Source: an optimization exercise on an open RTL-to-GDS flow (aim: small area, a short achievable clock period and few clock cycles per item). Production flows keep margins and buffers that such runs may drop. In this exercise RTL edits were held to simulation tests only and were not proved equivalent to the original. Power and IR drop assume default switching activity.

Design tdn2_acc, start of the top module:
module tdn2_acc (
    input  wire        clk,
    input  wire        rst,           
    input  wire        cmd_valid,
    output wire        cmd_ready,
    input  wire [23:0] cmd,
    input  wire        btn,           
    output reg         rsp_valid,
    output reg  [1:0]  rsp_status,
    output reg  [15:0] rsp_data,
    output reg         rly_auto,
    output reg         rly_dir,
    output reg         drv_pwr
);
Size in the first run: ~2,900 cells after synthesis, roughly 330 flip-flops, ~0.024 mm^2 of cells after synthesis.
==> flow/config.mk <==
export PLATFORM = sky130hd
export DESIGN_NAME = tdn2_acc
export DESIGN_NICKNAME = tdn2_acc
export VERILOG_FILES = /design/flow/design.v
export SDC_FILE = /design/flow/constraint.sdc
export NUM_CORES = 4
export LEC_CHECK = 0
export CAP_MARGIN = 20
export CORE_MARGIN = 2
export CORE_UTILIZATION = 55
export SLEW_MARGIN = 20
export TNS_END_PERCENT = 100
==> flow/constraint.sdc <==
create_clock -name core_clock -period 12.0 [get_ports {clk}]
set_input_delay 2.4000 -clock core_clock [delete_from_list [all_inputs] [get_ports {clk}]]
set_output_delay 2.4000 -clock core_clock [all_outputs]
set_load 0.01 [all_outputs]
standard.sh (not shown) runs the stock make flow with config.mk's settings and CLKGATE_MAP_FILE= SYNTH_SCRIPT=/design/flow/synth_recipe.tcl, a recipe that flattens the netlist after the stock synthesis.
==> flow/flow/run.sh <==
#!/bin/bash
# The standard layout (standard.sh: ORFS from synthesis to the final
# layout), with two changes to how the layout is made:
# - the timing repair after placement, CTS and global routing aims at 5.25 ns
#   instead of the 12 ns clock period, so that the layout gets as fast as
#   the logic allows;
# - every input and output port still gets a buffer, but a buf_2 rather than
#   the delay buffer buffer_ports picks by default (smaller and faster).
# Everything else is the standard flow.
set -euo pipefail
bash standard.sh SETUP_SLACK_MARGIN=6.75 "BUFFER_PORTS_ARGS=-buffer_cell sky130_fd_sc_hd__buf_2" finish > standard.log 2>&1
The baseline completed with no timing, DRC or antenna violations.
Testbench counts at the start, summed over its fixed seeds: cycles 805,560, ops 776,106.
==> next run, changes <==
==> flow/flow/run.sh (replaced) <==
#!/bin/bash
# The standard layout (standard.sh: ORFS from synthesis to the final
# layout), with the timing repair after placement, CTS and global routing
# aiming at 5 ns instead of the 12 ns clock period, so that the layout
# gets as fast as the logic allows. Everything else is the standard flow.
set -euo pipefail
bash standard.sh SETUP_SLACK_MARGIN=7 finish > standard.log 2>&1
What happened:
- The new run completed without violations
- die area is unchanged
- core utilization rises by 1.1 points
- sequential cell count is unchanged
- power falls slightly
- worst setup slack is better by 210 ps
- via count hardly moves
==> next run, changes <==
--- a/flow/config.mk
+++ b/flow/config.mk
@@ -10,3 +10,2 @@
 export CORE_UTILIZATION = 55
 export SLEW_MARGIN = 20
-export TNS_END_PERCENT = 100
=>
- The changed run completed without violations
- cell area is unchanged
- global-route usage stays the same
- cell count stays the same
- first-iteration DRC count stays the same

---

## zinc
Starting RTL as in the previous note.
clock: 12.0 ns
lec_check: 0
cap_margin: 20
core_margin: 2
core_utilization: 55
slew_margin: 20
tns_end_percent: 100
==> flow/flow/run.sh <==
#!/bin/bash
# The standard layout (standard.sh: ORFS from synthesis to the final
# layout), with the timing repair after placement, CTS and global routing
# aiming at 5 ns instead of the 12 ns clock period, and sizing not held to the
# cells footprints, so that the layout
# gets as fast as the logic allows. Everything else is the standard flow.
set -euo pipefail
bash standard.sh SETUP_SLACK_MARGIN=7 MATCH_CELL_FOOTPRINT=0 finish > standard.log 2>&1
zinc: no failed stages, no open violations at the end
Testbench counts of zinc, summed over its fixed seeds: cycles 805,560, ops 776,106.
diff inputs: zinc => nickel
==> flow/flow/run.sh <==
#!/bin/bash
# The standard layout (standard.sh: ORFS from synthesis to the final
# layout), with two changes to how the layout is made:
# - the timing repair after placement, CTS and global routing aims at 5 ns
#   instead of the 12 ns clock period, so that the layout gets as fast as
#   the logic allows;
# - every input and output port still gets a buffer, but a buf_2 rather than
#   the delay buffer buffer_ports picks by default (smaller and faster).
# Everything else is the standard flow.
set -euo pipefail
bash standard.sh SETUP_SLACK_MARGIN=7 "BUFFER_PORTS_ARGS=-buffer_cell sky130_fd_sc_hd__buf_2" finish > standard.log 2>&1
Notes after the runs:
Compared with zinc, in nickel worst relative slew slack has increased; period utilization went up 0.27 points; clock-pin slew on the worst setup and hold paths ~0 delta.
For relative area of clock buffers and inverters in the final design, nickel and zinc come out practically identical.
For zinc, the end of the critical path was rsp_data[13], unlike nickel, where it was u_div.rem[3].
zinc has completed all stages; timing, DRC and antenna checks passed.
The flow did not stop early for nickel: all stages ran, and the layout cleared the timing, design-rule and antenna checks.
nickel vs. zinc: clock share of power fell by 0.5 points; global-route usage stayed essentially flat; critical path depth rose by 3; highest ir drop seen on vdd rose by 4.8%.
nickel ended with less highest clock rate than zinc.

port drivers added, routing unchanged:
The results above use ideal ports. As a check the final layouts listed here were re-extracted and re-timed, cells and wires unchanged.
Step 1: set_driving_cell puts a clkbuf_16 on clk and a buf_2 on each other input, an assumption about the parent block.
Step 2 adds t to the input delays and takes it off the output delays; t is the mean of the earliest and latest rising clock arrival at the registers after step 1. Input paths then give back, and output paths get back, about the clock's delay inside the block.
Slacks: ideal / step 1 / step 2; pairs: ideal / step 1.
run | t (ns) | slack for setup (ns) | clock arrival spread, ns | worst register clock-pin slew, ns
the first run of note 1 | 0.622 | 6.900 / 6.900 / 6.373 | 0.035 / 0.036 | 0.06 / 0.06
the second run of note 1 | 0.615 | 7.111 / 7.111 / 6.594 | 0.038 / 0.038 | 0.07 / 0.07
the third run of note 1 | 0.615 | 7.111 / 7.111 / 6.594 | 0.038 / 0.038 | 0.07 / 0.07
zinc | 0.619 | 7.072 / 7.072 / 6.581 | 0.027 / 0.027 | 0.06 / 0.06
nickel | 0.615 | 7.039 / 7.039 / 6.605 | 0.050 / 0.049 | 0.07 / 0.07
After both steps every run listed still meets setup and hold. The setup slack of the first run of note 1, which loses most, moves by 0.000 ns with the drivers and by -0.527 ns with both steps.
